This is an optimization exercise on Yosys and OpenROAD, whose aim is small area, a short achievable clock period and few clock cycles, not a production implementation.
Function was not checked in any run shown here: the RTL went through the layout flow alone.
Power figures rest on the tool's default switching activity, not on a simulated workload.

==> flow/design.v <==
module vcore (
    input  wire        clk,
    input  wire        rst,
    input  wire        mode_no_site_id,
    input  wire        mode_spad_mon,
    input  wire        mode_bs_relaxed,
    input  wire        cfg_valid,
    input  wire [11:0] cfg_def,
    output reg  [2:0]  cfg_err,
    output reg  [2:0]  nmod,
    output reg  [7:0]  frame_words,
    input  wire        in_valid,
    output wire        in_ready,
    input  wire [31:0] in_data,
    output reg         res_valid,
    output reg  [1:0]  res_mod,
    output reg         res_ok,
    output reg         res_es,
    output reg  [5:0]  res_ec,
    output reg  [6:0]  res_spad_chg,
    output reg         res_bs_ran,
    output reg         res_bs_disc,
    output reg  [1:0]  res_aux_chg,
    output reg  [31:0] res_seq
);
    localparam NMOD   = 4;
    localparam MAGIC  = 32'hE5E5E5E5;
    localparam NSP    = 28;              
    integer k;
    function succ32(input [31:0] a, input [31:0] b);
        reg [31:0] x;
        reg        r;
        integer    i;
        begin
            x = a ^ b;
            r = x[0];
            for (i = 1; i < 32; i = i + 1) r = r & (!x[i] | x[i-1]);
            for (i = 0; i < 31; i = i + 1) r = r & (!x[i] | (x[i+1] ? !a[i] : a[i]));
            succ32 = r;
        end
    endfunction
    reg nsi_q, bsr_q;
    always @(posedge clk) begin
        nsi_q <= mode_no_site_id;
        bsr_q <= mode_bs_relaxed;
    end
    wire [2:0] cd_site = cfg_def[2:0];
    wire       ca0 = ~cfg_def[3] & ~cfg_def[4];
    wire       ca1 =  cfg_def[3] ^  cfg_def[4];
    wire       ca2 =  cfg_def[3] &  cfg_def[4];
    wire       cb0 = ~cfg_def[5] & ~cfg_def[6];
    wire       cb1 =  cfg_def[5] ^  cfg_def[6];
    wire       cb2 =  cfg_def[5] &  cfg_def[6];
    wire [2:0] cd_n;
    assign cd_n[0] = ca1 ^ cb1;
    assign cd_n[1] = (ca2 & cb0) | (ca1 & cb1) | (ca0 & cb2) | (ca2 & cb1) | (ca1 & cb2);
    assign cd_n[2] = ca2 & cb2;
    wire       cd_s    = cfg_def[7];
    wire       cd_p    = cfg_def[8];
    wire       cd_sf   = cfg_def[9];
    wire       cd_l    = cfg_def[10];
    wire       cd_m    = cfg_def[11];
    wire       cd_n4   = &cfg_def[6:3];
    wire       cd_len0 = ~|cfg_def[8:3];
    reg [2:0] cd_err;
    always @* begin
        if (nmod[2])                     cd_err = 3'd1;
        else if (cd_site == 3'd7)        cd_err = 3'd2;
        else if (cd_l && cd_m)           cd_err = 3'd3;
        else if (cd_len0)                cd_err = 3'd4;
        else if ((cd_l || cd_m) && !cd_n4) cd_err = 3'd5;
        else                             cd_err = 3'd0;
    end
    wire cd_ok = !nmod[2] && (cd_site != 3'd7) && !(cd_l && cd_m) && !cd_len0 &&
                 !((cd_l || cd_m) && !cd_n4);
    wire [2:0] cu  = cfg_def[7:5];
    wire       ct0 = (cu == 3'b000);
    wire       ct1 = (cu == 3'b001) | (cu == 3'b010) | (cu == 3'b100);
    wire       ct2 = (cu == 3'b011) | (cu == 3'b101) | (cu == 3'b110);
    wire       ct3 = (cu == 3'b111);
    wire [5:0] cqh;
    assign cqh[0] = ca0 & ct0;
    assign cqh[1] = (ca1 & ct0) | (ca0 & ct1);
    assign cqh[2] = (ca2 & ct0) | (ca1 & ct1) | (ca0 & ct2);
    assign cqh[3] = (ca2 & ct1) | (ca1 & ct2) | (ca0 & ct3);
    assign cqh[4] = (ca2 & ct2) | (ca1 & ct3);
    assign cqh[5] = ca2 & ct3;
    wire [2:0] fw_l0 = frame_words[2:0];
    wire [2:0] fw_l1 = fw_l0 + 3'd1;
    wire       fw_e  = &fw_l0;                
    wire [4:0] fw_h [0:6];
    assign fw_h[0] = frame_words[7:3];
    assign fw_h[1] = frame_words[7:3] + 5'd1;
    assign fw_h[2] = frame_words[7:3] + 5'd2;
    assign fw_h[3] = frame_words[7:3] + 5'd3;
    assign fw_h[4] = frame_words[7:3] + 5'd4;
    assign fw_h[5] = frame_words[7:3] + 5'd5;
    assign fw_h[6] = frame_words[7:3] + 5'd6;
    reg [4:0] fw_hp0, fw_hp1;                 
    integer j;
    always @* begin
        fw_hp0 = 5'd0; fw_hp1 = 5'd0;
        for (j = 0; j < 6; j = j + 1) begin
            fw_hp0 = fw_hp0 | ({5{cqh[j]}} & fw_h[j]);
            fw_hp1 = fw_hp1 | ({5{cqh[j]}} & (fw_e ? fw_h[j+1] : fw_h[j]));
        end
    end
    wire [7:0] fw_new = cd_p ? {fw_hp1, fw_l1} : {fw_hp0, fw_l0};
    reg [2:0] d_site [0:NMOD-1];
    reg [2:0] d_n    [0:NMOD-1];
    reg       d_s    [0:NMOD-1];
    reg       d_p    [0:NMOD-1];
    reg       d_sf   [0:NMOD-1];
    reg       d_bs   [0:NMOD-1];
    reg       d_msb  [0:NMOD-1];
    reg       d_spm  [0:NMOD-1];
    reg [2:0] nsp;       
    always @(posedge clk) begin
        for (k = 0; k < NMOD; k = k + 1)
            if (cfg_valid && nmod == k) begin
                d_site[k] <= cd_site; d_n[k] <= cd_n; d_s[k] <= cd_s; d_p[k] <= cd_p;
                d_sf[k] <= cd_sf; d_bs[k] <= cd_l | cd_m; d_msb[k] <= cd_m;
                d_spm[k] <= mode_spad_mon;
            end
        if (rst) begin
            nmod        <= 3'd0;
            frame_words <= 8'd0;
            cfg_err     <= 3'd0;
            nsp         <= 3'd0;
        end else if (cfg_valid) begin
            cfg_err <= cd_err;
            if (cd_ok) begin
                nmod        <= nmod + 3'd1;
                frame_words <= fw_new;
                nsp         <= nsp + {2'b00, cd_s & mode_spad_mon};
            end
        end
    end
    reg [31:0] lc   [0:NMOD-1];   
    reg [NMOD-1:0] lc_v;          
    reg       rdy;
    reg [1:0] cur_m;
    reg [5:0] cur_i;
    assign in_ready = rdy;
    wire acc = in_valid && rdy;
    wire [2:0] m_site = d_site[cur_m];
    wire [2:0] m_n    = d_n[cur_m];
    wire       m_s    = d_s[cur_m];
    wire       m_p    = d_p[cur_m];
    wire       m_sf   = d_sf[cur_m];
    wire       m_spm  = d_spm[cur_m];
    wire [2:0] ib      = cur_i[5:3];
    wire       ib_n    = (ib == m_n);
    wire       ib_n1   = (ib == m_n + 3'd1);
    wire       ib_nm1  = (ib + 3'd1 == m_n);
    wire       t_last  = m_p ? ((m_s ? ib_n1 : ib_n) && cur_i[2:0] == 3'd0)
                             : ((m_s ? ib_n : ib_nm1) && cur_i[2:0] == 3'd7);
    wire       t_first = (cur_i == 6'd0);
    wire       t_win   = (cur_i[5:2] == 4'd0);
    wire       t_i3    = (cur_i == 6'd3);
    wire [5:0] n8      = {m_n, 3'b000};
    wire [5:0] n4      = {1'b0, m_n, 2'b00};
    wire       t_id    = (cur_i < n8);
    wire       t_hi    = (cur_i >= n4);
    wire [3:0] kk      = t_hi ? ({m_n, 1'b0} - 4'd1 - cur_i[5:2]) : cur_i[5:2];
    wire [7:0] t_idb   = {m_site, kk[1:0], t_hi, cur_i[1:0]};
    wire [5:0] jj      = cur_i - n8;
    wire       sfirst  = m_s && (!m_p || m_sf);
    wire       pfirst  = m_s && m_p && !m_sf;
    wire       t_sc    = !t_id && ((sfirst && jj == 6'd0) || (pfirst && jj == 6'd1));
    wire       t_sp    = !t_id && m_spm &&
                         ((sfirst && jj >= 6'd1 && jj <= 6'd7) || (pfirst && jj >= 6'd2 && jj <= 6'd8));
    wire       t_n0    = (m_n == 3'd0) && m_s && m_spm;
    wire       t_pend1 = t_n0 && ((sfirst && (cur_i == 6'd2 || cur_i == 6'd3)) || (pfirst && cur_i == 6'd3));
    wire       t_pend2 = t_n0 && sfirst && cur_i == 6'd3;
    reg        s0_v;
    reg [31:0] s0_d;
    reg [1:0]  s0_m;
    reg        s0_last, s0_first, s0_win, s0_i3, s0_id, s0_sc, s0_sp, s0_pend1, s0_pend2;
    reg        s0_bs, s0_msb;
    reg [7:0]  s0_idb;
    reg [31:0] s0_lce;     
    always @(posedge clk) begin
        s0_d     <= in_data;
        s0_m     <= cur_m;
        s0_last  <= t_last;
        s0_first <= t_first;
        s0_win   <= t_win;
        s0_i3    <= t_i3;
        s0_id    <= t_id;
        s0_sc    <= t_sc;
        s0_sp    <= t_sp;
        s0_pend1 <= t_pend1;
        s0_pend2 <= t_pend2;
        s0_bs    <= d_bs[cur_m];
        s0_msb   <= d_msb[cur_m];
        s0_idb   <= t_idb;
        s0_lce   <= lc_v[cur_m] ? lc[cur_m] : 32'd0;
        if (rst) begin
            rdy   <= 1'b0;
            s0_v  <= 1'b0;
            cur_m <= 2'd0;
            cur_i <= 6'd0;
        end else begin
            rdy  <= (nmod != 3'd0);
            s0_v <= acc;
            if (acc) begin
                if (t_last) begin
                    cur_i <= 6'd0;
                    cur_m <= (cur_m == nmod[1:0] - 2'd1) ? 2'd0 : cur_m + 2'd1;
                end else begin
                    cur_i <= cur_i + 6'd1;
                end
            end
        end
    end
    reg        cand_q;      
    reg        es_q;        
    reg        sc_pend;     
    reg [6:0]  chg_acc;
    reg [31:0] pl5, pl6, pl7;
    reg [31:0] sp   [0:NSP-1];
    reg [4:0]  sp_cnt;    
    reg        sp_full;
    wire [31:0] V        = s0_d;
    wire        is_magic = (V == MAGIC);
    wire        cand_now = s0_first ? is_magic : (cand_q && is_magic);
    wire        wr_ok    = s0_win ? !cand_now : !es_q;
    wire        resolve  = s0_v && s0_win && !s0_first && cand_q && !is_magic;
    wire        sc_pass = succ32(V, s0_lce);
    wire        sc_fix  = resolve && sc_pend;
    wire        sc_w    = (s0_v && s0_sc && sc_pass && wr_ok) || sc_fix;
    wire [31:0] sc_wd   = sc_fix ? MAGIC : V;
    reg [31:0] sp_head;
    always @* begin
        case (nsp[1:0])
            2'd0:    sp_head = sp[0];
            2'd3:    sp_head = sp[7];
            2'd2:    sp_head = sp[14];
            default: sp_head = sp[21];
        endcase
    end
    wire [31:0] sp_eff  = sp_full ? sp_head : 32'd0;
    wire        sp_chg  = (V != sp_eff);
    wire        sp_sh   = s0_v && s0_sp;
    wire [31:0] sp_in   = wr_ok ? V : sp_eff;
    wire        fix26   = resolve && s0_pend1;
    wire        fix25   = resolve && s0_pend2;
    wire [4:0]  sp_tot1 = {nsp[1:0], 3'b000} - {2'b00, nsp} - 5'd1;    
    wire [7:0]  mask    = nsi_q ? 8'h1F : 8'hFF;
    wire        id_fail = |((V[7:0] ^ s0_idb) & mask);
    wire        fail    = s0_id ? id_fail : (s0_sc && !sc_pass);
    reg        s1_v, s1_last, s1_first, s1_fail, s1_es, s1_bs, s1_msb;
    reg [1:0]  s1_m;
    always @(posedge clk) begin
        if (s0_v) begin
            cand_q  <= cand_now;
            es_q    <= s0_first ? 1'b0 : (s0_i3 ? cand_now : es_q);
            sc_pend <= (s0_first ? 1'b0 : sc_pend) | (s0_sc && sc_pass && s0_win && cand_now);
            chg_acc <= s0_first ? 7'd0 : (s0_sp ? {sp_chg, chg_acc[6:1]} : chg_acc);
            if (s0_id) begin
                pl5 <= {V[5], pl5[31:1]};
                pl6 <= {V[6], pl6[31:1]};
                pl7 <= {V[7], pl7[31:1]};
            end
        end
        for (k = 0; k < NMOD; k = k + 1)
            if (sc_w && s0_m == k) lc[k] <= sc_wd;
        if (sp_sh) begin
            for (k = 0; k < NSP - 3; k = k + 1) sp[k] <= sp[k+1];
            sp[NSP-3] <= fix25 ? MAGIC : sp[NSP-2];
            sp[NSP-2] <= fix26 ? MAGIC : sp[NSP-1];
            sp[NSP-1] <= sp_in;
        end
        s1_last  <= s0_last;
        s1_first <= s0_first;
        s1_fail  <= fail;
        s1_es    <= s0_first ? 1'b0 : es_q;
        s1_bs    <= s0_bs;
        s1_msb   <= s0_msb;
        s1_m     <= s0_m;
        if (rst) begin
            lc_v <= {NMOD{1'b0}};
            sp_cnt  <= 5'd0;
            sp_full <= 1'b0;
            s1_v <= 1'b0;
        end else begin
            s1_v <= s0_v;
            for (k = 0; k < NMOD; k = k + 1)
                if (sc_w && s0_m == k) lc_v[k] <= 1'b1;
            if (sp_sh && !sp_full) begin
                sp_cnt <= sp_cnt + 5'd1;
                if (sp_cnt == sp_tot1) sp_full <= 1'b1;
            end
        end
    end
    reg        ok_acc;
    reg [5:0]  ec_acc;
    reg [31:0] h_seq  [0:NMOD-1];    
    reg [31:0] h_aux0 [0:NMOD-1];    
    reg [31:0] h_aux1 [0:NMOD-1];
    reg [NMOD-1:0] h_prim;
    function [31:0] rev32(input [31:0] x);
        integer b;
        begin
            for (b = 0; b < 32; b = b + 1) rev32[b] = x[31-b];
        end
    endfunction
    wire        ok_run  = (s1_first ? 1'b1 : ok_acc) & !s1_fail;
    wire [5:0]  ec_run  = (s1_first ? 6'd0 : ec_acc) + {5'd0, s1_fail};
    wire        bs_run  = s1_v && s1_last && s1_bs && !s1_es && ok_run;
    wire [31:0] seq_dec = s1_msb ? rev32(pl5) : pl5;
    wire        prim    = h_prim[s1_m];
    wire        disc    = prim && !bsr_q && !succ32(seq_dec, h_seq[s1_m]);
    wire [1:0]  auxc    = prim ? {pl7 != h_aux1[s1_m], pl6 != h_aux0[s1_m]} : 2'b00;
    always @(posedge clk) begin
        if (s1_v) begin
            ok_acc <= ok_run;
            ec_acc <= ec_run;
        end
        for (k = 0; k < NMOD; k = k + 1)
            if (bs_run && s1_m == k) begin
                h_seq[k]  <= seq_dec;
                h_aux0[k] <= pl6;
                h_aux1[k] <= pl7;
            end
        res_mod      <= s1_m;
        res_es       <= s1_es;
        res_ok       <= s1_es | ok_run;
        res_ec       <= s1_es ? 6'd0 : ec_run;
        res_spad_chg <= s1_es ? 7'd0 : chg_acc;
        res_bs_ran   <= bs_run;
        res_bs_disc  <= bs_run && disc;
        res_aux_chg  <= bs_run ? auxc : 2'b00;
        res_seq      <= seq_dec;
        if (rst) begin
            h_prim    <= {NMOD{1'b0}};
            res_valid <= 1'b0;
        end else begin
            res_valid <= s1_v && s1_last;
            for (k = 0; k < NMOD; k = k + 1)
                if (bs_run && s1_m == k) h_prim[k] <= 1'b1;
        end
    end
endmodule
==> flow/flow/run.sh <==
#!/bin/bash
set -euo pipefail
bash standard.sh SETUP_SLACK_MARGIN=7.0 'BUFFER_PORTS_ARGS=-buffer_cell sky130_fd_sc_hd__buf_2' finish > standard.log 2>&1
==> flow/standard.sh <==
#!/bin/bash
# synth_recipe.tcl (not shown) runs the flow's synth.tcl, then flattens the netlist and writes it again
# the make line also repeats each setting of config.mk as NAME=value (left out here)
make -C /OpenROAD-flow-scripts/flow DESIGN_CONFIG=/design/flow/config.mk WORK_HOME=/design/flow/orfs CLKGATE_MAP_FILE= SYNTH_SCRIPT=/design/flow/synth_recipe.tcl "${@:-finish}"
==> flow/config.mk <==
export PLATFORM = sky130hd
export DESIGN_NAME = vcore
export DESIGN_NICKNAME = vcore
export VERILOG_FILES = /design/flow/design.v
export SDC_FILE = /design/flow/constraint.sdc
export NUM_CORES = 4
export LEC_CHECK = 0
export CAP_MARGIN = 20
export CORE_MARGIN = 2
export CORE_UTILIZATION = 55
export CTS_CLUSTER_DIAMETER = 80
export CTS_CLUSTER_SIZE = 30
export SLEW_MARGIN = 20
export TNS_END_PERCENT = 10
==> flow/constraint.sdc <==
create_clock -name core_clock -period 10.0 [get_ports {clk}]
set_input_delay 2.0000 -clock core_clock [delete_from_list [all_inputs] [get_ports {clk}]]
set_output_delay 2.0000 -clock core_clock [all_outputs]
set_load 0.01 [all_outputs]
==> results.sh, run 1 <==
export IMPL_grt_max_degree=194
export IMPL_path_max_fanout=8
export IMPL_p_per_area_nw_per_um2=173
export IMPL_clock_sinks=1760
export IMPL_r2r_setup_slack_ps=6870
export IMPL_hpwl_mm=70.4
export IMPL_grt_ovfl_total=0
export IMPL_status="no timing/DRC/antenna violations"
export IMPL_diodes=0
export IMPL_hold_viol=0
export IMPL_cp_arrival_ps=3760
export IMPL_drive_gt1_share_pct=15.1
export IMPL_yosys_top_cells_area="edfxtp_1 74%, dfxtp_1 6.0%, mux4_2 3.5%"
export IMPL_cts_buffer_depth=3
export IMPL_cts_tree="built"
export IMPL_holdCritPathClass="reg -> reg"
export IMPL_clk_pin_slew_ps=110
export IMPL_synth_ff_type="edfxtp_1"
export IMPL_final_cell_mix="1,569 x edfxtp_1, 189 x nand2_1, 149 x dfxtp_1, 131 x nor2_1, 129 x xnor2_1"
export IMPL_synthCells=3456
export IMPL_start_util_pct=55.4
export IMPL_avgSynthCellArea_sq_um=18.3
export IMPL_numPortBuffers=119
export IMPL_cts_buffers=73
export IMPL_synth_top_cell_by_area="edfxtp_1"
export IMPL_holdWs_ps=334
export IMPL_path_class="in -> reg"
export IMPL_power_leakage_nw=22.1
export IMPL_timing_fmax_ghz=0.308
export IMPL_route_detailed_drc=0
export IMPL_first_global_vias=29426
export IMPL_worst_slew_pin_slew_ps=925
export IMPL_globalRouteTotalUtil_pct=20.3
export IMPL_ys_seq_area_share_pct=80.5
export IMPL_netlist_area_leader_share_pct=74.5
export IMPL_layout_nets=3724
export IMPL_ir_drop_uv=138
export IMPL_antenna_found_initial=2
export IMPL_cts_root_buf="clkbuf_16"
export IMPL_insertion_delay_ps=690
export IMPL_cp_start_kind="input pin"
export IMPL_setup_viol=0
export IMPL_maxSlewHeadroom_pct=38.3
export IMPL_crit_path_end_kind="register"
export IMPL_required_ps=10510
export IMPL_rsz0062_at_grt="yes"
export IMPL_crit_start="cfg_def[3]"
export IMPL_critPathBufInv=2
export IMPL_yosys_warnings=14
export IMPL_postRouteAntennaNets=0
export IMPL_critPathTopFamily="compound AO/OA/AOI/OAI gates"
export IMPL_fin_setup_tns_ps=0
export IMPL_num_io_pins=120
export IMPL_r2r_start="s0_d[25]"
export IMPL_ys_ff_latch=1760
export IMPL_max_stage_delay_ps=360
export IMPL_ys_types=74
export IMPL_fin_skew_ps=41.7
export IMPL_rows=124
export IMPL_place_gp_congestion=0.819
export IMPL_period_share_pct=32.5
export IMPL_min_period_ps=3250
export IMPL_cts_hold_buf=0
export IMPL_hp_start="s0_msb"
export IMPL_drt_wl_total_mm=121
export IMPL_synth_edf_count=1569
export IMPL_routedWlPerCell_um=23.3
export IMPL_cap_violations=0
export IMPL_synthArstFlopShare_pct=0
export IMPL_synth_fp_nets=3558
export IMPL_cp_common_cell="a21oi_1"
export IMPL_die_h_um=343
export IMPL_chipWidth_um=343
export IMPL_fillers=8366
export IMPL_syn_to_final_growth_pct=9.57
export IMPL_grt_pass1_wl_mm=181
export IMPL_slowest_stage="a2111oi_4"
export IMPL_dr_pass1_iters=6
export IMPL_vias_per_cell=5.73
export IMPL_drt_initial_drc_count=3451
export IMPL_coreArea_sq_um=114000
export IMPL_fin_util_pct=60.7
export IMPL_dieArea_sq_um=118000
export IMPL_mostFrequentLayoutCell="edfxtp_1"
export IMPL_netlist_area_sq_um=63300
export IMPL_h_tree_depth=3
export IMPL_path_cells="buf_8, inv_4, ha_4, mux2i_4, o22ai_4, a2111oi_4, a21oi_1, or3_1, o211ai_1, a21oi_1"
export IMPL_num_vias=29653
export IMPL_drv_slew=0
cell type report:
type                            instances  area (sq um)  area share [%]
Timing Repair inverter                  1          7.51          0.0108
Clock inverter                         25           310           0.448
Tap cell                             1512          1890            2.73
Timing Repair Buffer                  213          1720            2.48
Multi-Input combinational cell       1496         12100            17.4
Sequential cell                      1760         51000            73.6
Clock buffer                           94          1970            2.84
Inverter                               77           320           0.462
cell usage after synthesis (all sizes together), types with 22 or more instances:
| library cell | count |
|---|---|
| o21ai | 101 |
| a222oi | 76 |
| inv | 77 |
| buf | 32 |
| xnor2 | 130 |
| clkbuf | 93 |
| nor3 | 23 |
| xor2 | 82 |
| nand2 | 192 |
| nor2b | 40 |
| nor4 | 22 |
| nand2b | 101 |
| a21oi | 94 |
| nand4 | 39 |
| edfxtp | 1569 |
| dfxtp | 191 |
| mux2i | 67 |
| nor2 | 136 |
| ha | 50 |
| mux4 | 97 |
| and2 | 51 |
through the flow:
step           std cells  setup slack, ps  power, mW  instance area, sq um
3_3_place_gp        4998             5440       8.44                 65700
6_report            5178             6750       12.0                 69300
5_1_grt             5178             6720       12.4                 69300
3_5_place_dp        4999             5540       8.44                 65700
2_1_floorplan       3456            -4320       8.33                 63300
4_1_cts             5150             6760       12.1                 68700
sequential cells by signal, indices dropped and copies added (netlist names), 8 cells and up:
signal,cells
d_n,12
d_site,12
frame_words,8
h_aux0,128
h_aux1,128
h_seq,128
lc,128
pl5,32
pl6,32
pl7,32
res_seq,32
s0_d,32
s0_idb,8
s0_lce,32
sp,896
path summary, 6_finish.rpt:
kind | end | depth (start not counted)
max | frame_words[5] | 10
min | s1_msb | 0
max reg2reg | lc[1][18] | 11
min reg2reg | s1_msb | 0
report_power, final:
group          leakage [nW]  switching (mW)  internal [mW]
clock network          1.10            2.17           1.48
registers              15.7          0.0504           7.94
logic                  5.36           0.193          0.130
cell families (layout without fill, tap and decap cells):
group	count (synthesis)	after routing	share of synthesized area [%]
flops	1760	1760	80.5
simple gates	686	688	5.54
compound gates	374	374	4.09
xor+xnor	212	212	2.95
buf+inv	202	410	1.28
mux	170	170	4.62
fa+ha+maj	52	52	1.04
routing by layer:
| layer | track usage [%] | vias to the layer above | wire length, um |
|---|---|---|---|
| li1 | - | 13577 | - |
| met1 | 31.5 | 15224 | 57000 |
| met2 | 30.8 | 723 | 55700 |
| met3 | 2.44 | 129 | 5690 |
| met4 | 5.12 | 0 | 2340 |
| met5 | 0 | - | 0 |
timing repair:
item                                    in CTS  in global routing
cloned                                       5                  4
endpoints found under the setup margin    1293               1078
buffers inserted                            27                 24
gates resized for setup                    133                 85
pin swaps                                   18                 38
==> inputs of run 2 (changes only) <==
--- a/flow/config.mk
+++ b/flow/config.mk
@@ -7,8 +7,7 @@
 export LEC_CHECK = 0
 export CAP_MARGIN = 20
 export CORE_MARGIN = 2
-export CORE_UTILIZATION = 55
+export CORE_UTILIZATION = 60
 export CTS_CLUSTER_DIAMETER = 80
 export CTS_CLUSTER_SIZE = 30
 export SLEW_MARGIN = 20
-export TNS_END_PERCENT = 10
==> run 2 against run 1 <==
- combinational power grew 14%
- utilization is 6.8 points higher
- still clean
- highest routed layer unchanged
- largest cell class unchanged
- clock power fell by 3%
- sequential cell count is the same
- worst setup slack better by 59 ps
- global-route usage increased by 2.4 points
==> results.sh, run 2 <==
export IMPL_numPortBuffers=119
export IMPL_rows=119
export IMPL_ys_types=74
export IMPL_max_stage_delay_ps=420
export IMPL_grt_ovfl_total=0
export IMPL_p_int_mw=9.53
export IMPL_yosys_top_cells_area="edfxtp_1 74%, dfxtp_1 6.0%, mux4_2 3.5%"
export IMPL_synthCells=3456
export IMPL_cp_endpoint="frame_words[3]"
export IMPL_chipWidth_um=329
export IMPL_synth_most_common_cell="edfxtp_1"
export IMPL_required_ps=8000
export IMPL_synth_top_cell_by_area="edfxtp_1"
export IMPL_num_vias=30142
export IMPL_netlist_area_leader_share_pct=74.5
export IMPL_synth_fp_nets=3558
export IMPL_final_cell_mix="1,569 x edfxtp_1, 188 x nand2_1, 129 x nor2_1, 118 x xnor2_1, 99 x nand2b_1"
export IMPL_dr_pass1_iters=8
export IMPL_cts_buffers=72
export IMPL_vias_per_cell=5.91
export IMPL_cp_arrival_ps=1190
export IMPL_timing_fmax_ghz=0.313
export IMPL_first_global_vias=29721
export IMPL_largest_reg_flops=896
export IMPL_crit_path_end_kind="output pin"
export IMPL_p_clk_share_pct=29.9
export IMPL_hold_viol=0
export IMPL_globalRouteTotalUtil_pct=22.6
export IMPL_cp_start_kind="register"
export IMPL_min_period_ps=3190
export IMPL_drt_initial_drc_count=3166
export IMPL_drt_wl_total_mm=124
export IMPL_instances_no_fill=5103
export IMPL_r2r_setup_slack_ps=6870
export IMPL_ys_ff_latch=1760
export IMPL_synthTopCellsByCount="1,569 x edfxtp_1, 192 x nand2_1, 191 x dfxtp_1"
export IMPL_path_max_fanout=8
export IMPL_critPathBufInv=1
export IMPL_r2r_start="s1_m[0]"
export IMPL_holdCritPathClass="reg -> reg"
export IMPL_rr_worst_depth=9
export IMPL_worst_slew_pin_slew_ps=835
export IMPL_coreArea_sq_um=105000
export IMPL_holdWs_ps=341
export IMPL_die_h_um=329
export IMPL_hpwl_mm=70.2
export IMPL_layout_nets=3771
export IMPL_clock_sinks=1760
export IMPL_worst_path_stages=1
export IMPL_preCtsSetupSlack_ps=5380
export IMPL_dieArea_sq_um=108000
export IMPL_synth_edf_count=1569
export IMPL_syn_to_final_growth_pct=11.9
export IMPL_largest_register="sp"
export IMPL_grt_max_degree=211
export IMPL_fin_ws_ps=6810
export IMPL_cts_tree="built"
export IMPL_setup_viol=0
export IMPL_ys_seq_area_share_pct=80.5
export IMPL_grt_pass1_wl_mm=184
export IMPL_cts_hold_buf=0
export IMPL_worst_r2r_endpoint="res_bs_disc"
export IMPL_path_class="reg -> out"
export IMPL_path_cells="buf_6"
export IMPL_drive_gt1_share_pct=19.0
export IMPL_place_gp_congestion=0.845
export IMPL_avgSynthCellArea_sq_um=18.3
export IMPL_clk_pin_slew_ps=110
export IMPL_yosys_warnings=14
export IMPL_cap_violations=0
export IMPL_num_io_pins=120
export IMPL_rsz0062_at_grt="yes"
export IMPL_period_share_pct=31.9
export IMPL_status="no timing/DRC/antenna violations"
export IMPL_netlist_area_sq_um=63300
export IMPL_fin_skew_ps=25.7
export IMPL_routedWlPerCell_um=24.3
export IMPL_synth_ff_type="edfxtp_1"
export IMPL_ir_drop_uv=218
export IMPL_antenna_found_initial=6
export IMPL_swShare_pct=20.1
export IMPL_maxSlewHeadroom_pct=44.3
export IMPL_mostFrequentLayoutCell="edfxtp_1"
export IMPL_drv_slew=0
export IMPL_p_per_area_nw_per_um2=168
export IMPL_diodes=0
export IMPL_postRouteAntennaNets=0
export IMPL_critPathTopFamily="flip-flops"
export IMPL_power_leakage_nw=22.7
export IMPL_cts_root_buf="clkbuf_16"
export IMPL_dp_cells=4880
export IMPL_crit_start="frame_words[3]"
export IMPL_insertion_delay_ps=660
export IMPL_p_comb_share_pct=3.1
export IMPL_route_detailed_drc=0
export IMPL_p_sw_mw=2.40
export IMPL_slowest_stage="dfxtp_4"
export IMPL_start_util_pct=60.3
export IMPL_pwr_share_seq_pct=67.0
export IMPL_fin_setup_tns_ps=0
export IMPL_cts_buffer_depth=3
export IMPL_synthArstFlopShare_pct=0
export IMPL_power_total_mw=11.9
export IMPL_h_tree_depth=3
-- run 2: kinds of logic after synthesis --
| logic type | count (synthesis) | synth area share, % |
|---|---|---|
| AOI/OAI and AO/OA | 374 | 4.09 |
| xor gates and xnor gates | 212 | 2.95 |
| muxes | 170 | 4.62 |
| buffers and inverters | 202 | 1.28 |
| DFF | 1760 | 80.5 |
| adders and majority gates | 52 | 1.04 |
| and+or+nand+nor | 686 | 5.54 |
-- run 2: what timing repair did --
action / in CTS / in global routing
cloned: 12 / 6
setup endpoints to repair: 875 / 618
gates resized for setup: 329 / 136
buffers inserted: 64 / 22
pin swaps: 51 / 34
-- run 2: area by class of cell --
| class | instances | area, sq um |
|---|---|---|
| sequential | 1760 | 51200 |
| fill | 6860 | 34100 |
| multi-input combinational | 1496 | 12600 |
| timing repair buffer | 262 | 2820 |
| clock buffer | 97 | 1950 |
| tap | 1391 | 1740 |
| inverter | 77 | 324 |
| clock inverter | 20 | 254 |
-- run 2: per-stage QoR --
| step | cell area, sq um | utilization, % |
|---|---|---|
| floorplan | 63400 | - |
| global placement | 65500 | 62.4 |
| detailed placement | 65500 | 62.4 |
| CTS | 69900 | 66.6 |
| global route | 70800 | 67.5 |
| finish | 70800 | 67.5 |
-- run 2: power by group through the flow --
stage | sequential [mW] | clock [mW] | combinational (mW)
2_1_floorplan | 8.14 | 0 | 0.192
3_3_place_gp | 8.16 | 0 | 0.274
3_5_place_dp | 8.17 | 0 | 0.282
4_1_cts | 8.00 | 3.67 | 0.337
5_1_grt | 8.00 | 3.91 | 0.396
6_report | 8.00 | 3.56 | 0.367
-- run 2: how the worst min path moves through the flow --
stage	start	end	slack, ps	cells after the start
after floorplan	s0_bs	s1_bs	310	0
after global placement	s0_bs	s1_bs	310	0
after detailed placement	s0_last	s1_last	320	0
after CTS	s0_last	s1_last	340	0
after global routing	s0_last	s1_last	350	0
final	s0_last	s1_last	340	0
-- run 2: layer usage --
| metal | up-vias | global-route usage, % | part of all wire, % |
|---|---|---|---|
| met5 | - | 0 | 0 |
| met4 | 0 | 5.16 | 1.8 |
| met3 | 128 | 2.61 | 4.8 |
| met2 | 773 | 35.6 | 48 |
| met1 | 15606 | 34.7 | 46 |
| li1 | 13635 | - | - |
==> inputs of run 3 (changes only) <==
--- a/flow/config.mk
+++ b/flow/config.mk
@@ -11,3 +11,4 @@
 export CTS_CLUSTER_DIAMETER = 80
 export CTS_CLUSTER_SIZE = 30
 export SLEW_MARGIN = 20
+export TNS_END_PERCENT = 10
==> run 3 against run 2 <==
- die area unchanged
- sequential share of layout area up 1.5 points
- area after synthesis unchanged
- utilization down 1.5 points
- worst hold slack worse by 9.7 ps
- design area down 2.3%
- worst setup slack worse by 8.3 ps
- first-iteration DRC count up 0.35%
- total power down 0.57%
- critical endpoint is now frame_words[7]
- largest power group unchanged
==> results.sh, run 3 <==
export IMPL_status="no timing/DRC/antenna violations"
export IMPL_vias_per_cell=5.89
export IMPL_drv_slew=0
export IMPL_yosys_top_cells_area="edfxtp_1 74%, dfxtp_1 6.0%, mux4_2 3.5%"
export IMPL_holdWs_ps=332
export IMPL_cts_root_buf="clkbuf_16"
export IMPL_path_class="in -> reg"
export IMPL_max_stage_delay_ps=330
export IMPL_cap_violations=0
export IMPL_hpwl_mm=69.8
export IMPL_num_io_pins=120
export IMPL_worst_slew_pin_slew_ps=1080
export IMPL_num_vias=29774
export IMPL_dieArea_sq_um=108000
export IMPL_p_per_area_nw_per_um2=171
export IMPL_netlist_area_sq_um=63300
export IMPL_fin_skew_ps=30.9
export IMPL_netlist_area_leader_share_pct=74.5
export IMPL_synth_fp_nets=3558
export IMPL_fin_util_pct=66.0
export IMPL_setup_viol=0
export IMPL_cp_arrival_ps=3740
export IMPL_numPortBuffers=119
export IMPL_slowest_stage="ha_4"
export IMPL_avgSynthCellArea_sq_um=18.3
export IMPL_final_cell_mix="1,569 x edfxtp_1, 189 x nand2_1, 140 x dfxtp_1, 132 x nor2_1, 120 x xnor2_1"
export IMPL_crit_path_end_kind="register"
export IMPL_synthArstFlopShare_pct=0
export IMPL_grt_pass1_wl_mm=179
export IMPL_synthTopCellsByCount="1,569 x edfxtp_1, 192 x nand2_1, 191 x dfxtp_1"
export IMPL_period_share_pct=32.0
export IMPL_rows=119
export IMPL_place_gp_congestion=0.843
export IMPL_postRouteAntennaNets=0
export IMPL_clk_pin_slew_ps=110
export IMPL_grt_ovfl_total=0
export IMPL_mostFrequentLayoutCell="edfxtp_1"
export IMPL_grt_max_degree=180
export IMPL_rsz0062_at_grt="yes"
export IMPL_holdCritPathClass="reg -> reg"
export IMPL_insertion_delay_ps=680
export IMPL_hold_viol=0
export IMPL_maxSlewHeadroom_pct=27.4
export IMPL_routedWlPerCell_um=23.8
export IMPL_drive_gt1_share_pct=15.5
export IMPL_start_util_pct=60.3
export IMPL_synth_most_common_cell="edfxtp_1"
export IMPL_drt_wl_total_mm=120
export IMPL_drt_initial_drc_count=3177
export IMPL_first_global_vias=29116
export IMPL_syn_to_final_growth_pct=9.41
export IMPL_required_ps=10540
export IMPL_layout_nets=3720
export IMPL_cts_buffers=71
export IMPL_ys_seq_area_share_pct=80.5
export IMPL_path_max_fanout=7
export IMPL_largest_register="sp"
export IMPL_min_period_ps=3200
export IMPL_timing_fmax_ghz=0.312
export IMPL_synth_ff_type="edfxtp_1"
export IMPL_globalRouteTotalUtil_pct=22.0
export IMPL_fillers=7008
export IMPL_h_tree_depth=3
export IMPL_route_detailed_drc=0
export IMPL_antenna_found_initial=4
export IMPL_critPathBufInv=3
export IMPL_ys_types=74
export IMPL_power_leakage_nw=22.1
export IMPL_clock_sinks=1760
export IMPL_cp_start_kind="input pin"
export IMPL_yosys_warnings=14
export IMPL_chipWidth_um=329
export IMPL_cts_tree="built"
export IMPL_synthCells=3456
export IMPL_critPathTopFamily="compound AO/OA/AOI/OAI gates"
export IMPL_synth_edf_count=1569
export IMPL_path_cells="buf_6, inv_2, ha_4, nand2_2, a31oi_4, o21a_1, o221ai_2, o211ai_1, buf_4, nor3_1, a2111oi_1"
export IMPL_ir_drop_uv=161
export IMPL_power_total_mw=11.9
export IMPL_synth_top_cell_by_area="edfxtp_1"
export IMPL_ys_ff_latch=1760
export IMPL_die_h_um=329
export IMPL_dr_pass1_iters=7
export IMPL_coreArea_sq_um=105000
export IMPL_cts_buffer_depth=3
export IMPL_largest_reg_flops=896
-- run 3: cell types whose count changed in the layout (fill, tap and decap cells not counted), sizes merged --
cell,change
buf,-41
bufbuf,-5
clkbuf,-1
clkinv,-4
clkinvlp,-2
diode,+2
inv,+1
-- run 3: layout make-up --
| class | count | area (sq um) | area share, % |
|---|---|---|---|
| Sequential cell | 1760 | 51100 | 73.8 |
| Inverter | 77 | 309 | 0.446 |
| Antenna cell | 2 | 5.00 | 0.00723 |
| Clock inverter | 15 | 209 | 0.302 |
| Tap cell | 1391 | 1740 | 2.51 |
| Clock buffer | 100 | 1950 | 2.82 |
| Timing Repair Buffer | 212 | 1760 | 2.54 |
| Multi-Input combinational cell | 1496 | 12200 | 17.6 |
-- run 3: where the power goes --
part	switching (mW)	total (mW)	internal, mW
clock network	2.11	3.53	1.42
logic	0.195	0.328	0.133
registers	0.0555	8.00	7.94
total	2.36	11.9	9.50
-- run 3: worst paths after layout --
kind | from | cells past startpoint | slack, ps | to
max | cfg_def[3] | 11 | 6800 | frame_words[7]
min | s0_msb | 0 | 330 | s1_msb
max reg2reg | nsp[0] | 10 | 6890 | chg_acc[6]
min reg2reg | s0_msb | 0 | 330 | s1_msb
-- run 3: through the flow --
step	setup WS, ps	TNS (ps)	cells	cell area (sq um)
floorplan	-4320	-3873120	3456	63300
CTS	6760	0	5033	68700
global placement	5300	0	4878	65500
detailed placement	5390	0	4878	65500
finish	6800	0	5053	69200
global route	6740	0	5052	69200
-- run 3: cells by family (layout without fill, tap and decap cells) --
logic type / count (synthesis) / after routing / synth area share, %
buffers and inverters: 202 / 404 / 1.28
AND/OR/NAND/NOR: 686 / 688 / 5.54
XOR/XNOR: 212 / 212 / 2.95
AO/OA/AOI/OAI: 374 / 374 / 4.09
flip-flops: 1760 / 1760 / 80.5
multiplexers: 170 / 170 / 4.62
other: 0 / 2 / 0
adder cells (fa/ha/maj): 52 / 52 / 1.04
-- run 3: routing by layer --
layer | up-vias | wire length (um) | track usage [%]
li1 | 13535 | - | -
met3 | 122 | 5950 | 2.51
met2 | 780 | 55600 | 33.7
met1 | 15337 | 56500 | 34.5
met4 | 0 | 1990 | 5.17
met5 | - | 0 | 0
-- run 3: timing repair --
item	4_1_cts	5_1_grt
cloned	6	3
hold buffers	0	0
buffers inserted	34	15
resized for setup	179	85
pin swaps	21	32
endpoints found under the setup margin	970	898
==> inputs of run 4 (changes only) <==
--- a/flow/config.mk
+++ b/flow/config.mk
@@ -8,7 +8,7 @@
 export CAP_MARGIN = 20
 export CORE_MARGIN = 2
 export CORE_UTILIZATION = 60
-export CTS_CLUSTER_DIAMETER = 80
-export CTS_CLUSTER_SIZE = 30
+export CTS_BUF_LIST = sky130_fd_sc_hd__clkbuf_8
+export CTS_CLUSTER_DIAMETER = 50
+export CTS_CLUSTER_SIZE = 18
 export SLEW_MARGIN = 20
-export TNS_END_PERCENT = 10
==> run 4 against run 3 <==
- utilization increased by 2.5 points
- global-route usage increased by 1.5 points
- sequential power about the same
- fmax decreased by 4.2%
- design area increased by 3.8%
- routed wire length increased by 6.6%
- total power increased by 6.8%
- worst setup slack got worse by 140 ps
- cell count increased by 3.9%
- critical endpoint is now frame_words[3]
- largest cell class unchanged
==> results.sh, run 4 <==
export IMPL_ys_ff_latch=1760
export IMPL_preCtsSetupSlack_ps=5380
export IMPL_synth_most_common_cell="edfxtp_1"
export IMPL_cap_violations=0
export IMPL_yosys_warnings=14
export IMPL_clk_pin_slew_ps=90
export IMPL_vias_per_cell=5.86
export IMPL_largest_reg_flops=896
export IMPL_dieArea_sq_um=108000
export IMPL_numPortBuffers=119
export IMPL_num_io_pins=120
export IMPL_antenna_found_initial=8
export IMPL_rows=119
export IMPL_cts_buffers=142
export IMPL_syn_to_final_growth_pct=13.6
export IMPL_fin_ws_ps=6660
export IMPL_status="no timing/DRC/antenna violations"
export IMPL_cts_root_buf="clkbuf_8"
export IMPL_grt_max_degree=211
export IMPL_dp_cells=4880
export IMPL_clock_sinks=1760
export IMPL_holdWs_ps=333
export IMPL_instances_no_fill=5252
export IMPL_crit_path_end_kind="output pin"
export IMPL_holdCritPathClass="reg -> reg"
export IMPL_synthCells=3456
export IMPL_synth_edf_count=1569
export IMPL_synth_fp_nets=3558
export IMPL_route_detailed_drc=0
export IMPL_globalRouteTotalUtil_pct=23.5
export IMPL_drv_slew=0
export IMPL_required_ps=8000
export IMPL_routedWlPerCell_um=24.4
export IMPL_synth_top_cell_by_area="edfxtp_1"
export IMPL_synth_ff_type="edfxtp_1"
export IMPL_final_cell_mix="1,569 x edfxtp_1, 189 x nand2_1, 156 x clkbuf_8, 128 x nor2_1, 118 x xnor2_1"
export IMPL_cts_hold_buf=0
export IMPL_start_util_pct=60.3
export IMPL_yosys_top_cells_area="edfxtp_1 74%, dfxtp_1 6.0%, mux4_2 3.5%"
export IMPL_path_max_fanout=8
export IMPL_ys_types=74
export IMPL_ys_seq_area_share_pct=80.5
export IMPL_avgSynthCellArea_sq_um=18.3
export IMPL_coreArea_sq_um=105000
export IMPL_cts_buffer_depth=3
export IMPL_synthArstFlopShare_pct=0
export IMPL_insertion_delay_ps=840
export IMPL_min_period_ps=3340
export IMPL_layout_nets=3855
export IMPL_die_h_um=329
export IMPL_fin_util_pct=68.5
export IMPL_path_class="reg -> out"
export IMPL_hold_viol=0
export IMPL_drt_wl_total_mm=128
export IMPL_netlist_area_leader_share_pct=74.5
export IMPL_power_leakage_nw=23.4
export IMPL_critPathBufInv=1
export IMPL_first_global_vias=30759
export IMPL_path_cells="buf_6"
export IMPL_mostFrequentLayoutCell="edfxtp_1"
export IMPL_grt_pass1_wl_mm=189
export IMPL_postRouteAntennaNets=0
export IMPL_largest_register="sp"
export IMPL_grt_ovfl_total=0
export IMPL_setup_viol=0
export IMPL_power_total_mw=12.7
export IMPL_place_gp_congestion=0.845
export IMPL_netlist_area_sq_um=63300
export IMPL_slowest_stage="dfxtp_4"
export IMPL_chipWidth_um=329
export IMPL_max_stage_delay_ps=410
export IMPL_fin_skew_ps=34.0
export IMPL_rsz0062_at_grt="yes"
export IMPL_cp_start_kind="register"
export IMPL_dr_pass1_iters=8
export IMPL_ir_drop_uv=225
export IMPL_p_per_area_nw_per_um2=176
export IMPL_synthTopCellsByCount="1,569 x edfxtp_1, 192 x nand2_1, 191 x dfxtp_1"
export IMPL_hpwl_mm=70.2
export IMPL_cp_arrival_ps=1340
export IMPL_drt_initial_drc_count=3160
export IMPL_cts_tree="built"
export IMPL_drive_gt1_share_pct=21.8
export IMPL_num_vias=30795
export IMPL_critPathTopFamily="flip-flops"
export IMPL_maxSlewHeadroom_pct=41.2
export IMPL_period_share_pct=33.4
export IMPL_h_tree_depth=4
export IMPL_timing_fmax_ghz=0.299
export IMPL_worst_slew_pin_slew_ps=881
[run 4: cell counts after synthesis]
No cell type changed its count.
[run 4: what timing repair did]
action	in CTS	in global routing
gates cloned	14	5
hold endpoints to repair	0	0
gates resized for setup	334	131
setup buffers	76	23
pin swaps	52	46
setup endpoints to repair	850	704
[run 4: where the power goes]
part	total, mW	internal, mW	leakage (nW)	switching (mW)
registers	7.99	7.94	15.7	0.0558
clock network	4.29	1.90	1.65	2.39
logic	0.375	0.165	6.00	0.211
total	12.7	10.0	23.4	2.66
[run 4: worst paths after layout]
| check | slack, ps | start | to | cells past startpoint |
|---|---|---|---|---|
| setup reg to reg | 6750 | s1_m[0] | res_bs_disc | 9 |
| hold / removal | 330 | s0_msb | s1_msb | 0 |
| hold reg to reg | 330 | s0_msb | s1_msb | 0 |
| setup / recovery | 6660 | frame_words[3] | frame_words[3] | 1 |
[run 4: cell type report]
type,count,area (sq um)
Sequential cell,1760,51200
Clock buffer,155,2130
Antenna cell,3,7.51
Timing Repair Buffer,273,2900
Clock inverter,94,1060
Inverter,77,329
Multi-Input combinational cell,1499,12500
Fill cell,6755,33100
Tap cell,1391,1740
[run 4: per-stage QoR]
step / cell area [sq um] / setup TNS, ps
floorplan: 63400 / -3873120
global placement: 65500 / 0
detailed placement: 65500 / 0
CTS: 71000 / 0
global route: 71900 / 0
finish: 71900 / 0
[run 4: per-layer routing]
metal | GRT usage (%) | vias up | routed length, um
li1 | - | 13880 | -
met1 | 35.1 | 15814 | 57300
met2 | 36.6 | 877 | 60700
met3 | 3.46 | 224 | 6700
met4 | 7.05 | 0 | 3220
met5 | 0 | - | 0
[run 4: cells by family (layout without fill, tap and decap cells)]
logic type	Yosys count	after routing	share of synthesized area (%)
other	0	3	0
DFF	1760	1760	80.5
muxes	170	170	4.62
buffers and inverters	202	599	1.28
xor gates and xnor gates	212	212	2.95
adders and majority gates	52	52	1.04
and+or+nand+nor	686	691	5.54
AOI/OAI and AO/OA	374	374	4.09
==> inputs of run 5 (changes only) <==
--- a/flow/design.v
+++ b/flow/design.v
@@ -45,19 +45,8 @@
         bsr_q <= mode_bs_relaxed;
     end
     wire [2:0] cd_site = cfg_def[2:0];
-    wire       ca0 = ~cfg_def[3] & ~cfg_def[4];
-    wire       ca1 =  cfg_def[3] ^  cfg_def[4];
-    wire       ca2 =  cfg_def[3] &  cfg_def[4];
-    wire       cb0 = ~cfg_def[5] & ~cfg_def[6];
-    wire       cb1 =  cfg_def[5] ^  cfg_def[6];
-    wire       cb2 =  cfg_def[5] &  cfg_def[6];
-    wire [2:0] cd_n;
-    assign cd_n[0] = ca1 ^ cb1;
-    assign cd_n[1] = (ca2 & cb0) | (ca1 & cb1) | (ca0 & cb2) | (ca2 & cb1) | (ca1 & cb2);
-    assign cd_n[2] = ca2 & cb2;
     wire       cd_s    = cfg_def[7];
     wire       cd_p    = cfg_def[8];
-    wire       cd_sf   = cfg_def[9];
     wire       cd_l    = cfg_def[10];
     wire       cd_m    = cfg_def[11];
     wire       cd_n4   = &cfg_def[6:3];
@@ -73,6 +62,9 @@
     end
     wire cd_ok = !nmod[2] && (cd_site != 3'd7) && !(cd_l && cd_m) && !cd_len0 &&
                  !((cd_l || cd_m) && !cd_n4);
+    wire       ca0 = ~cfg_def[3] & ~cfg_def[4];
+    wire       ca1 =  cfg_def[3] ^  cfg_def[4];
+    wire       ca2 =  cfg_def[3] &  cfg_def[4];
     wire [2:0] cu  = cfg_def[7:5];
     wire       ct0 = (cu == 3'b000);
     wire       ct1 = (cu == 3'b001) | (cu == 3'b010) | (cu == 3'b100);
@@ -107,19 +99,20 @@
     end
     wire [7:0] fw_new = cd_p ? {fw_hp1, fw_l1} : {fw_hp0, fw_l0};
     reg [2:0] d_site [0:NMOD-1];
-    reg [2:0] d_n    [0:NMOD-1];
+    reg [3:0] d_abcd [0:NMOD-1];
     reg       d_s    [0:NMOD-1];
     reg       d_p    [0:NMOD-1];
     reg       d_sf   [0:NMOD-1];
-    reg       d_bs   [0:NMOD-1];
-    reg       d_msb  [0:NMOD-1];
+    reg       d_l    [0:NMOD-1];
+    reg       d_m    [0:NMOD-1];
     reg       d_spm  [0:NMOD-1];
     reg [2:0] nsp;       
     always @(posedge clk) begin
         for (k = 0; k < NMOD; k = k + 1)
             if (cfg_valid && nmod == k) begin
-                d_site[k] <= cd_site; d_n[k] <= cd_n; d_s[k] <= cd_s; d_p[k] <= cd_p;
-                d_sf[k] <= cd_sf; d_bs[k] <= cd_l | cd_m; d_msb[k] <= cd_m;
+                d_site[k] <= cfg_def[2:0]; d_abcd[k] <= cfg_def[6:3];
+                d_s[k] <= cfg_def[7]; d_p[k] <= cfg_def[8]; d_sf[k] <= cfg_def[9];
+                d_l[k] <= cfg_def[10]; d_m[k] <= cfg_def[11];
                 d_spm[k] <= mode_spad_mon;
             end
         if (rst) begin
@@ -144,17 +137,17 @@
     assign in_ready = rdy;
     wire acc = in_valid && rdy;
     wire [2:0] m_site = d_site[cur_m];
-    wire [2:0] m_n    = d_n[cur_m];
+    wire [3:0] m_abcd = d_abcd[cur_m];
     wire       m_s    = d_s[cur_m];
     wire       m_p    = d_p[cur_m];
     wire       m_sf   = d_sf[cur_m];
     wire       m_spm  = d_spm[cur_m];
-    wire [2:0] ib      = cur_i[5:3];
-    wire       ib_n    = (ib == m_n);
-    wire       ib_n1   = (ib == m_n + 3'd1);
-    wire       ib_nm1  = (ib + 3'd1 == m_n);
-    wire       t_last  = m_p ? ((m_s ? ib_n1 : ib_n) && cur_i[2:0] == 3'd0)
-                             : ((m_s ? ib_n : ib_nm1) && cur_i[2:0] == 3'd7);
+    wire [2:0] m_n    = {2'b00, m_abcd[0]} + {2'b00, m_abcd[1]} +
+                        {2'b00, m_abcd[2]} + {2'b00, m_abcd[3]};
+    wire [2:0] m_q    = m_n + {2'b00, m_s};
+    wire [2:0] m_qm   = m_q - 3'd1;
+    wire       t_last  = m_p ? (cur_i[5:3] == m_q && cur_i[2:0] == 3'd0)
+                             : (cur_i[5:3] == m_qm && cur_i[2:0] == 3'd7);
     wire       t_first = (cur_i == 6'd0);
     wire       t_win   = (cur_i[5:2] == 4'd0);
     wire       t_i3    = (cur_i == 6'd3);
@@ -192,8 +185,8 @@
         s0_sp    <= t_sp;
         s0_pend1 <= t_pend1;
         s0_pend2 <= t_pend2;
-        s0_bs    <= d_bs[cur_m];
-        s0_msb   <= d_msb[cur_m];
+        s0_bs    <= d_l[cur_m] | d_m[cur_m];
+        s0_msb   <= d_m[cur_m];
         s0_idb   <= t_idb;
         s0_lce   <= lc_v[cur_m] ? lc[cur_m] : 32'd0;
         if (rst) begin
--- a/flow/config.mk
+++ b/flow/config.mk
@@ -8,7 +8,6 @@
 export CAP_MARGIN = 20
 export CORE_MARGIN = 2
 export CORE_UTILIZATION = 60
-export CTS_BUF_LIST = sky130_fd_sc_hd__clkbuf_8
-export CTS_CLUSTER_DIAMETER = 50
-export CTS_CLUSTER_SIZE = 18
+export CTS_CLUSTER_DIAMETER = 80
+export CTS_CLUSTER_SIZE = 30
 export SLEW_MARGIN = 20
==> run 5 against run 4 <==
- sequential power barely moved
- critical path depth rose by 20
- largest cell class unchanged
- combinational power grew 17%
- via count down 1.2%
- design area shrank 0.99%
- non-clock buffer count down 15
- die area is 0.97% higher
==> results.sh, run 5 <==
export IMPL_status="no timing/DRC/antenna violations"
export IMPL_p_per_area_nw_per_um2=167
export IMPL_cp_common_cell="ha_4"
export IMPL_clock_sinks=1764
export IMPL_vias_per_cell=5.95
export IMPL_cts_root_buf="clkbuf_16"
export IMPL_layout_nets=3785
export IMPL_path_class="reg -> reg"
export IMPL_synth_top_cell_by_area="edfxtp_1"
export IMPL_chipWidth_um=330
export IMPL_largest_register="sp"
export IMPL_netlist_area_sq_um=63900
export IMPL_required_ps=10610
export IMPL_synth_ff_type="edfxtp_1"
export IMPL_rsz0062_at_grt="yes"
export IMPL_grt_pass1_wl_mm=183
export IMPL_hold_viol=0
export IMPL_timing_fmax_ghz=0.239
export IMPL_place_gp_congestion=0.854
export IMPL_period_share_pct=41.8
export IMPL_hpwl_mm=70.5
export IMPL_pwr_share_seq_pct=67.3
export IMPL_clk_pin_slew_ps=110
export IMPL_final_cell_mix="1,573 x edfxtp_1, 167 x nand2_1, 148 x nor2_1, 114 x nand2b_1, 109 x xnor2_1"
export IMPL_setup_viol=0
export IMPL_cp_start_kind="register"
export IMPL_min_period_ps=4180
export IMPL_p_sw_mw=2.39
export IMPL_ys_types=94
export IMPL_drv_slew=0
export IMPL_critPathBufInv=6
export IMPL_dr_pass1_iters=20
export IMPL_drt_initial_drc_count=3469
export IMPL_placed_cell_area_sq_um=66000
export IMPL_power_leakage_nw=22.7
export IMPL_rows=119
export IMPL_first_global_vias=29960
export IMPL_yosys_top_cells_area="edfxtp_1 74%, dfxtp_1 6.0%, mux4_2 3.0%"
export IMPL_globalRouteTotalUtil_pct=22.4
export IMPL_h_tree_depth=3
export IMPL_synthTopCellsByCount="1,573 x edfxtp_1, 191 x dfxtp_1, 173 x nand2_1"
export IMPL_cap_violations=0
export IMPL_ir_drop_uv=132
export IMPL_fin_ws_ps=5820
export IMPL_max_stage_delay_ps=520
export IMPL_syn_to_final_growth_pct=11.4
export IMPL_stdcell_area_sq_um=71200
export IMPL_drt_wl_total_mm=123
export IMPL_num_vias=30434
export IMPL_p_clk_share_pct=29.0
export IMPL_largest_reg_flops=896
export IMPL_synthCells=3489
export IMPL_fin_skew_ps=23.4
export IMPL_cts_tree="built"
export IMPL_p_int_mw=9.51
export IMPL_avgSynthCellArea_sq_um=18.3
export IMPL_p_comb_share_pct=3.7
export IMPL_synth_most_common_cell="edfxtp_1"
export IMPL_cts_buffer_depth=3
export IMPL_die_h_um=330
export IMPL_cp_arrival_ps=4790
export IMPL_cts_buffers=70
export IMPL_synth_fp_nets=3588
export IMPL_netlist_area_leader_share_pct=73.9
export IMPL_slowest_stage="fa_1"
export IMPL_crit_path_end_kind="register"
export IMPL_path_max_fanout=8
export IMPL_dieArea_sq_um=109000
export IMPL_coreArea_sq_um=105000
export IMPL_drive_gt1_share_pct=19.5
export IMPL_preCtsSetupSlack_ps=4410
export IMPL_ys_seq_area_share_pct=79.9
export IMPL_grt_ovfl_total=0
export IMPL_grt_max_degree=227
export IMPL_worst_slew_pin_slew_ps=1040
export IMPL_postRouteAntennaNets=0
export IMPL_holdCritPathClass="reg -> reg"
export IMPL_path_cells="clkinvlp_4, buf_6, ha_4, buf_12, clkinvlp_4, nand2_1, o21ai_4, fa_1, inv_2, ha_4, ha_4, inv_4, fa_1, ha_1, xor2_1, nand3_1, nor3_2, a41oi_2, nor2_2, or2_4, nor2_1"
export IMPL_route_detailed_drc=0
export IMPL_insertion_delay_ps=690
export IMPL_num_io_pins=120
export IMPL_start_util_pct=60.6
export IMPL_maxSlewHeadroom_pct=30.7
export IMPL_antenna_found_initial=7
export IMPL_numPortBuffers=119
export IMPL_ys_ff_latch=1764
export IMPL_routedWlPerCell_um=24.0
export IMPL_critPathTopFamily="adder cells"
export IMPL_synthArstFlopShare_pct=0
export IMPL_mostFrequentLayoutCell="edfxtp_1"
export IMPL_swShare_pct=20.1
export IMPL_yosys_warnings=14
export IMPL_synth_edf_count=1573
==> run 5: cell count changes in the layout (fill, tap and decap cells not counted), sizes merged, moves of 7 or more <==
cell and delta:
clkbuf -61, nand2b +13, clkinv -26, mux2 +7, bufinv -15, inv -41, a21oi -8, nand2 -20
nand3 +7, o22ai +10, nor2 +21, nor4 +8, buf -13
==> run 5: kinds of logic after synthesis <==
group                      Yosys count  share of synthesized area [%]
xor gates and xnor gates           214                           3.08
AOI/OAI and AO/OA                  373                           4.04
and+or+nand+nor                    705                           5.67
muxes                              180                           4.88
adders and majority gates           49                          0.991
DFF                               1764                           79.9
buffers and inverters              204                           1.43
==> run 5: routing by layer <==
layer	wire length (um)	vias to the layer above	GRT usage, %
met5	33	-	0
met4	2970	4	5.95
met3	6400	157	3.26
met2	57200	825	34.8
met1	56000	15662	34.0
li1	-	13786	-
==> run 5: per-stage QoR <==
step / std cells / TNS (ps) / total power [mW] / util (%) / hold slack (ps)
floorplan: 3489 / -3878640 / 8.39 / - / 310
global placement: 4901 / 0 / 8.51 / 62.6 / 317
detailed placement: 4901 / 0 / 8.51 / 62.6 / 317
CTS: 5098 / 0 / 12.0 / 66.8 / 336
global route: 5117 / 0 / 12.3 / 67.5 / 345
finish: 5119 / 0 / 11.9 / 67.5 / 334
==> run 5: worst paths after layout <==
| check | start | endpoint | slack, ps | cells after the start |
|---|---|---|---|---|
| min reg2reg | s0_msb | s1_msb | 330 | 0 |
| max | cur_m[0] | cur_i[5] | 5820 | 21 |
| max reg2reg | cur_m[0] | cur_i[5] | 5820 | 21 |
| min | s0_msb | s1_msb | 330 | 0 |
==> run 5: power by group through the flow <==
| stage | logic (mW) | registers [mW] | clock network (mW) |
|---|---|---|---|
| 2_1_floorplan | 0.239 | 8.15 | 0 |
| 3_3_place_gp | 0.321 | 8.18 | 0 |
| 3_5_place_dp | 0.328 | 8.19 | 0 |
| 4_1_cts | 0.408 | 8.01 | 3.56 |
| 5_1_grt | 0.475 | 8.01 | 3.78 |
| 6_report | 0.439 | 8.01 | 3.45 |
==> run 5: worst reg2reg max path, cell delays in order (launching register included) <==
cell and delay [ps]:
dfxtp_4 370, clkinvlp_4 90, buf_6 110, ha_4 150
buf_12 110, clkinvlp_4 180, nand2_1 180, o21ai_4 70
fa_1 520, inv_2 50, ha_4 280, ha_4 140
inv_4 30, fa_1 500, ha_1 320, xor2_1 140
nand3_1 110, nor3_2 50, a41oi_2 250, nor2_2 90
or2_4 270, nor2_1 110
==> run 5: what timing repair did <==
| action | in CTS | in global routing |
|---|---|---|
| setup buffers | 69 | 15 |
| cloned | 16 | 3 |
| hold buffers | 0 | 0 |
| endpoints found under the hold margin | 0 | 0 |
| resized for setup | 378 | 130 |
| pin swaps | 83 | 40 |
| endpoints found under the setup margin | 948 | 691 |
==> run 5: area by class of cell <==
| type | count | area (sq um) |
|---|---|---|
| repair inverters | 2 | 10.0 |
| flip-flops and latches | 1764 | 51300 |
| diodes | 2 | 5.00 |
| inverters | 67 | 278 |
| well taps | 1391 | 1740 |
| multi-input cells | 1523 | 13100 |
| repair buffers | 258 | 2730 |
| clock buffers | 97 | 1850 |
| clock inverters | 15 | 180 |
| fillers | 6852 | 34200 |
==> inputs of run 6 (changes only) <==
--- a/flow/config.mk
+++ b/flow/config.mk
@@ -8,6 +8,6 @@
 export CAP_MARGIN = 20
 export CORE_MARGIN = 2
 export CORE_UTILIZATION = 60
-export CTS_CLUSTER_DIAMETER = 80
-export CTS_CLUSTER_SIZE = 30
+export CTS_CLUSTER_DIAMETER = 60
+export CTS_CLUSTER_SIZE = 24
 export SLEW_MARGIN = 20
==> run 6 against run 5 <==
- still clean on timing, DRC and antenna
- die area unchanged
- design area increased by 3.4%
- cell count increased by 2.2%
- fmax about the same
- synthesized cell count unchanged
- clock skew increased by 46 ps
- worst hold slack got worse by 3.0 ps
- utilization increased by 2.3 points
- first-iteration DRC count decreased by 16%
- area after synthesis unchanged
- sequential cell count unchanged
- critical endpoint is now cur_i[4]
==> results.sh, run 6 <==
export IMPL_path_max_fanout=8
export IMPL_power_leakage_nw=23.8
export IMPL_rows=119
export IMPL_cap_violations=0
export IMPL_die_h_um=330
export IMPL_cts_hold_buf=0
export IMPL_synth_fp_nets=3588
export IMPL_hold_viol=0
export IMPL_required_ps=10650
export IMPL_ys_ff_latch=1764
export IMPL_clk_pin_slew_ps=80
export IMPL_route_detailed_drc=0
export IMPL_r2r_start="cur_m[0]"
export IMPL_syn_to_final_growth_pct=15.2
export IMPL_holdWs_ps=331
export IMPL_yosys_warnings=14
export IMPL_crit_path_end_kind="register"
export IMPL_num_vias=30954
export IMPL_grt_max_degree=227
export IMPL_r2r_setup_slack_ps=5820
export IMPL_hpwl_mm=70.5
export IMPL_synth_edf_count=1573
export IMPL_routedWlPerCell_um=24.1
export IMPL_layout_nets=3842
export IMPL_ys_seq_area_share_pct=79.9
export IMPL_grt_ovfl_total=0
export IMPL_globalRouteTotalUtil_pct=22.9
export IMPL_netlist_area_sq_um=63900
export IMPL_hp_start="s0_msb"
export IMPL_ys_types=94
export IMPL_mostFrequentLayoutCell="edfxtp_1"
export IMPL_timing_fmax_ghz=0.239
export IMPL_fin_setup_tns_ps=0
export IMPL_drive_gt1_share_pct=22.5
export IMPL_synth_top_cell_by_area="edfxtp_1"
export IMPL_maxSlewHeadroom_pct=30.3
export IMPL_largest_reg_flops=896
export IMPL_rr_worst_depth=21
export IMPL_synthCells=3489
export IMPL_netlist_area_leader_share_pct=73.9
export IMPL_fin_util_pct=69.8
export IMPL_path_class="reg -> reg"
export IMPL_num_io_pins=120
export IMPL_drt_initial_drc_count=2902
export IMPL_cts_root_buf="clkbuf_16"
export IMPL_ir_drop_uv=193
export IMPL_dr_pass1_iters=19
export IMPL_numPortBuffers=119
export IMPL_place_gp_congestion=0.854
export IMPL_cts_tree="built"
export IMPL_setup_viol=0
export IMPL_min_to="s1_msb"
export IMPL_worst_r2r_endpoint="cur_i[4]"
export IMPL_h_tree_depth=3
export IMPL_dieArea_sq_um=109000
export IMPL_worst_slew_pin_slew_ps=1050
export IMPL_cp_start_kind="register"
export IMPL_cts_buffers=115
export IMPL_synth_ff_type="edfxtp_1"
export IMPL_postRouteAntennaNets=0
export IMPL_synthArstFlopShare_pct=0
export IMPL_antenna_found_initial=3
export IMPL_period_share_pct=41.8
export IMPL_first_global_vias=30824
export IMPL_cts_buffer_depth=3
export IMPL_rsz0062_at_grt="yes"
export IMPL_vias_per_cell=5.91
export IMPL_start_util_pct=60.6
export IMPL_yosys_top_cells_area="edfxtp_1 74%, dfxtp_1 6.0%, mux4_2 3.0%"
export IMPL_synth_most_common_cell="edfxtp_1"
export IMPL_drv_slew=0
export IMPL_insertion_delay_ps=750
export IMPL_min_period_ps=4180
export IMPL_synthTopCellsByCount="1,573 x edfxtp_1, 191 x dfxtp_1, 173 x nand2_1"
export IMPL_drt_wl_total_mm=126
export IMPL_clock_sinks=1764
export IMPL_cp_arrival_ps=4830
export IMPL_holdCritPathClass="reg -> reg"
export IMPL_fin_skew_ps=69.0
export IMPL_coreArea_sq_um=105000
export IMPL_p_per_area_nw_per_um2=185
export IMPL_hold_depth=0
export IMPL_status="no timing/DRC/antenna violations"
export IMPL_largest_register="sp"
export IMPL_avgSynthCellArea_sq_um=18.3
export IMPL_chipWidth_um=330
export IMPL_grt_pass1_wl_mm=188
export IMPL_final_cell_mix="1,573 x edfxtp_1, 168 x nand2_1, 148 x nor2_1, 120 x clkbuf_16, 114 x nand2b_1"
## run 6: per-layer routing
metal,wire (um),track usage [%],up-vias
met5,13,0,-
met1,57100,34.5,15847
met3,6680,3.19,186
li1,-,-,13998
met2,59700,36.0,921
met4,2750,5.62,2
## run 6: area by class of cell
| class | instances | area (sq um) |
|---|---|---|
| multi-input combinational | 1523 | 13200 |
| tap | 1391 | 1740 |
| sequential | 1764 | 51300 |
| clock inverter | 89 | 1210 |
| fill | 6603 | 31800 |
| antenna | 1 | 2.50 |
| clock buffer | 127 | 2960 |
| timing repair buffer | 270 | 2870 |
| timing repair inverter | 2 | 10.0 |
| inverter | 67 | 273 |
## run 6: worst max-delay path: stages (launching register included)
cell and delay, ps:
dfxtp_4 370, clkinvlp_4 130, buf_6 140, ha_4 160, buf_12 120, clkinvlp_4 150, buf_6 130, o21ai_4 50
fa_1 510, inv_2 50, ha_4 280, ha_4 140, inv_4 30, fa_1 550, ha_1 240, xor2_1 140
nand3_1 110, nor3_2 50, a41oi_2 250, nor2_2 100, or2_4 270, nor2_4 110
## run 6: repair_timing
action / 4_1_cts / 5_1_grt
endpoints found under the setup margin: 948 / 692
pin swaps: 88 / 46
gates resized for setup: 381 / 149
setup buffers: 66 / 27
gates cloned: 16 / 6
## run 6: metrics by stage
step | total power [mW] | instances | worst slack, ps | cell area [sq um]
floorplan | 8.39 | 3489 | -4330 | 64000
global placement | 8.51 | 4901 | 4530 | 66000
detailed placement | 8.51 | 4901 | 4410 | 66000
CTS | 13.7 | 5199 | 5910 | 72600
global route | 14.0 | 5233 | 5630 | 73600
finish | 13.6 | 5234 | 5820 | 73600
## run 6: how the worst max path moves through the flow
stage	startpoint	to	cells after the start
finish	cur_m[0]	cur_i[4]	21
global route	cur_m[0]	cur_i[4]	20
CTS	cur_m[0]	cur_m[1]	20
detailed placement	cur_m[1]	cur_i[4]	20
global placement	cur_m[1]	cur_i[3]	20
floorplan	s0_v	sp[0][0]	2
## run 6: logic make-up (layout without fill, tap and decap cells)
logic type	count (synthesis)	count (layout)	synth area share, %
and+or+nand+nor	705	707	5.67
muxes	180	180	4.88
other	0	1	0
xor gates and xnor gates	214	214	3.08
AOI/OAI and AO/OA	373	373	4.04
adders and majority gates	49	49	0.991
buffers and inverters	204	555	1.43
DFF	1764	1764	79.9
## run 6: power breakdown
part	internal, mW	leakage [nW]	total, mW	switching [mW]
logic	0.211	6.07	0.454	0.243
registers	7.95	15.8	8.01	0.0571
clock network	2.48	1.99	5.13	2.65

==> re-timing with driven ports <==
The results above use ideal ports. As a check the final layouts listed here were re-extracted and re-timed, cells and wires unchanged.
Step 1 (the two cells are an assumption about what drives the block):
set clk [get_ports {clk}]
set_driving_cell -lib_cell sky130_fd_sc_hd__clkbuf_16 $clk
set_driving_cell -lib_cell sky130_fd_sc_hd__buf_2 [delete_from_list [all_inputs] $clk]
Step 2, shift: input delay + t, output delay - t, t = (earliest + latest rising clock arrival at the registers) / 2. This alone moves slack from input paths to output paths.
a / b / c = no drivers / after step 1 / after step 2; a / b = the first two.
| run | shift t [ns] | setup WS [ns] | slew at the worst register clock pin (ns) |
|---|---|---|---|
| run 1 | 0.738 | 6.749 / 6.742 / 6.019 | 0.12 / 0.12 |
| run 2 | 0.728 | 6.808 / 6.737 / 6.126 | 0.11 / 0.11 |
| run 3 | 0.740 | 6.800 / 6.729 / 6.074 | 0.11 / 0.11 |
| run 4 | 0.891 | 6.660 / 6.594 / 6.022 | 0.11 / 0.11 |
| run 5 | 0.746 | 5.819 / 5.819 / 5.819 | 0.11 / 0.11 |
| run 6 | 0.787 | 5.820 / 5.820 / 5.820 | 0.09 / 0.09 |
After both steps every run listed still meets setup and hold. The setup slack of run 1, which loses most, moves by -0.007 ns with the drivers and by -0.730 ns with both steps.
